From an optimization exercise on the open Yosys and OpenROAD flow, aimed at small area, a short achievable clock period and few clock cycles; shortcuts taken in it are not production practice. In this exercise RTL edits were held to simulation tests only and were not proved equivalent to the original. Power and IR drop assume default switching activity.

## the reference run
## bitsync_decoder
module bitsync_decoder (
    input  wire         clk,
    input  wire         rst,
    input  wire         ev_valid,
    input  wire         ev_resync,
    input  wire         ev_feed,
    input  wire         ev_bit,
    output wire         ev_ready,
    input  wire         forward_invalid,
    output wire         out_valid,
    output wire         out_record,
    output wire         out_crc_ok,
    output reg  [3:0]   out_kind,
    output wire [287:0] out_msg,
    output wire [15:0]  out_crc_calc,
    output wire [15:0]  out_crc_rx,
    output reg  [31:0]  cnt_attempt,
    output reg  [31:0]  cnt_pass,
    output reg  [31:0]  cnt_abandon
);
For scale: about 2500 cells after synthesis, about 430 I/O pins, ~0.032 mm2 of cells after synthesis.
Settings: LEC_CHECK=0, CAP_MARGIN=20, CORE_MARGIN=2, CORE_UTILIZATION=40, SLEW_MARGIN=20; clock period 17.0 ns.
standard.sh (not shown) runs the stock make flow with config.mk's settings and CLKGATE_MAP_FILE= SYNTH_SCRIPT=/design/flow/synth_recipe.tcl, a recipe that flattens the netlist after the stock synthesis.
==> flow/flow/run.sh <==
#!/bin/bash
# Standard ORFS layout; only the port buffers are plain sky130 buffers
# (sky130_fd_sc_hd__buf_1) instead of the delay buffer buffer_ports picks.
set -euo pipefail
export BUFFER_PORTS_ARGS="-buffer_cell sky130_fd_sc_hd__buf_1"
bash standard.sh > standard_flow.log 2>&1
Testbench counts of the reference run, summed over its fixed seeds: cycles 39,048.
diff inputs: the reference run => the trial run
==> flow/flow/run.sh <==
#!/bin/bash
# Standard ORFS layout; only the port buffers are plain sky130 buffers
# (sky130_fd_sc_hd__buf_2) instead of the delay buffer buffer_ports picks.
set -euo pipefail
export BUFFER_PORTS_ARGS="-buffer_cell sky130_fd_sc_hd__buf_2"
bash standard.sh > standard_flow.log 2>&1
The trial run was carried through to the last stage, and its layout satisfied the timing, design-rule and antenna checks. Taking the reference run as the reference, in the trial run fraction of layout instances using a drive strength above 1 now larger; final critical path time including I/O delays and setup now larger. The trial run can be clocked slower than the reference run. Compared with the reference run, the trial run shows a lower power dissipated in the clock network. Sort the trial run and the reference run by via count of the first global-routing pass desc -> top: the reference run.

---

== run 1 ==
bitsync_decoder, a different RTL version from the one above (not shown whole).
Size: about 700 flip-flops.
Settings: LEC_CHECK=0, CAP_MARGIN=20, CORE_MARGIN=2, CORE_UTILIZATION=70, PLACE_DENSITY=0.8, SLEW_MARGIN=20; clock period 17.0 ns.
==> flow/flow/run.sh <==
#!/bin/bash
# Standard ORFS layout with two changes: the port buffers are plain sky130
# buffers (sky130_fd_sc_hd__buf_1) instead of the delay buffer buffer_ports
# picks, and clock tree synthesis clusters sinks (-sink_clustering_size 30 -sink_clustering_max_diameter 80) per
# leaf buffer and adds no dummy loads.
set -euo pipefail
export BUFFER_PORTS_ARGS="-buffer_cell sky130_fd_sc_hd__buf_1"
export CTS_ARGS="-sink_clustering_enable -repair_clock_nets -sink_clustering_size 30 -sink_clustering_max_diameter 80 -dont_use_dummy_load"
bash standard.sh > standard_flow.log 2>&1
Run 1 completed end to end with timing, DRC and antenna clean.
Testbench counts of run 1, summed over its fixed seeds: cycles 39,048.
Setup changes, run 1 to run 2
- an added CTS_CLUSTER_SIZE of 24
- a change of CORE_UTILIZATION from 70 to 60
- a change of PLACE_DENSITY from 0.8 to 0.7
- an added CTS_CLUSTER_DIAMETER of 70
==> flow/flow/run.sh <==
#!/bin/bash
# Standard ORFS layout; only the port buffers are plain sky130 buffers
# (sky130_fd_sc_hd__buf_1) instead of the delay buffer buffer_ports picks.
set -euo pipefail
export BUFFER_PORTS_ARGS="-buffer_cell sky130_fd_sc_hd__buf_1"
bash standard.sh > standard_flow.log 2>&1
### Flow results
Final RePlAce weighted congestion of run 2 exceeds that of run 1 by a few percent. Run 1 → run 2: width of the die increased by about 8% relative to the old numbers, fraction of area in non-clock buffers closely matched the old numbers, post-synthesis to final-layout area growth increased by 2.5 points relative to the old numbers, post-layout minimum cycle time increased by 0.031 ns relative to the old numbers, total power draw increased by 11% relative to the old numbers. Going from run 1 to run 2, clock network fraction of total power picked up an extra 6.6 points; die area picked up an extra 16%; detailed route wirelength on metal3 picked up an extra 3.7%. Between run 2 and run 1, the cell area after placement is lower for run 1.
Here is what was changed in the inputs of run 3 compared with run 2.
- a change of PLACE_DENSITY from 0.7 to 0.82
- a deleted CTS_CLUSTER_SIZE that had been 24
- a deleted CTS_CLUSTER_DIAMETER that had been 70
- a change of CORE_UTILIZATION from 60 to 73
==> flow/flow/run.sh <==
#!/bin/bash
# Standard ORFS layout with two changes: the port buffers are plain sky130
# buffers (sky130_fd_sc_hd__buf_1) instead of the delay buffer buffer_ports
# picks, and clock tree synthesis clusters sinks (-sink_clustering_size 24 -sink_clustering_max_diameter 70) per
# leaf buffer and adds no dummy loads.
set -euo pipefail
export BUFFER_PORTS_ARGS="-buffer_cell sky130_fd_sc_hd__buf_1"
export CTS_ARGS="-sink_clustering_enable -repair_clock_nets -sink_clustering_size 24 -sink_clustering_max_diameter 70 -dont_use_dummy_load"
bash standard.sh > standard_flow.log 2>&1
[summary]
Cmp run 2 and run 3 / total power / lower: run 3
Non-clock buffer count (run 3 over run 2): decrease, 6
Comparing run 2 with run 3, the sum of routed wire length over all layers came out essentially unchanged.
--- input diff run 3..run 4 ---
- PLACE_DENSITY now 0.88, was 0.82
- CORE_UTILIZATION now 78, was 73
==> flow/flow/run.sh <==
#!/bin/bash
# Standard ORFS layout; only the port buffers are plain sky130 buffers
# (sky130_fd_sc_hd__buf_1) instead of the delay buffer buffer_ports picks.
set -euo pipefail
export BUFFER_PORTS_ARGS="-buffer_cell sky130_fd_sc_hd__buf_1"
bash standard.sh > standard_flow.log 2>&1
Results
- Run 4 vs. run 3: met3 track demand over resource in global routing increased 14 points, post-CTS repair timing setup buffer count essentially unchanged.
- Going from run 3 to run 4, routed metal-1 wire length grows by about 6%.
- Between run 3 and run 4, the post-place instance area does not differ in any meaningful way.
- Diff run 3 -> run 4 | critical path depth | increase of 1
- Of run 3 and run 4, the higher y dimension of the die belongs to run 3.
- On final period demand of the worst path, run 4 does worse than run 3.
- Run 4 completed every stage of the flow, and the final layout passed the timing, design-rule and antenna checks.
Relative to run 4, the following input files were edited for run 5:
- swapping 0.88 for 0.74 in PLACE_DENSITY
- swapping 78 for 70 in CORE_UTILIZATION
==> flow/flow/run.sh <==
#!/bin/bash
# Standard ORFS layout with two changes: the port buffers are plain sky130
# buffers (sky130_fd_sc_hd__buf_1) instead of the delay buffer buffer_ports
# picks, and clock tree synthesis clusters up to 24 sinks within 70 um per
# leaf buffer and adds no dummy loads.
set -euo pipefail
export BUFFER_PORTS_ARGS="-buffer_cell sky130_fd_sc_hd__buf_1"
export CTS_ARGS="-sink_clustering_enable -repair_clock_nets -sink_clustering_size 24 -sink_clustering_max_diameter 70 -dont_use_dummy_load"
bash standard.sh > standard_flow.log 2>&1
--- outcome ---
Run 5 completed; timing, DRC and antenna clean
Side by side, fraction of area in clock buffers and inverters turned out lower in run 5 than in run 4.
Comparing run 5 and run 4, fmax is higher on run 5.
Diff run 4 -> run 5: clock skew went up 0.021 ns, area enclosed by the die boundary went up about 11%, slew of the pin with the lowest slew margin now sits lower, minimum setup slack in the final design moved up.

==> separate check: timing with driven ports <==
The results above use ideal ports. As a check the final layouts listed here were re-extracted and re-timed, cells and wires unchanged. Step 1, drivers: a clkbuf_16 drives clk and a buf_2 each remaining input, both assumed. Step 2 moves the port delays by t, midway between the first and last clock arrival at a register: inputs arrive t later, outputs are due t later. That takes back most of the time a late clock gives input paths. Slacks: ideal / step 1 / step 2; pairs: ideal / step 1.
run	shift t [ns]	slack for setup (ns)	worst register clock-pin slew, ns	pins driven straight from the clock port
the reference run	0.673	12.076 / 12.009 / 12.319	0.06 / 0.06	1
the trial run	0.684	12.047 / 11.981 / 12.028	0.06 / 0.06	1
run 1	0.659	12.071 / 12.010 / 12.184	0.11 / 0.11	1
run 2	0.656	12.040 / 11.977 / 12.299	0.10 / 0.10	1
run 3	0.644	12.014 / 11.955 / 12.206	0.09 / 0.09	1
run 4	0.683	11.855 / 11.792 / 11.909	0.07 / 0.07	1
run 5	0.634	11.981 / 11.920 / 12.058	0.10 / 0.10	1
After both steps setup and hold are still met in every run listed. The setup slack of the trial run, which loses most, moves by -0.066 ns with the drivers and by -0.019 ns with both steps.
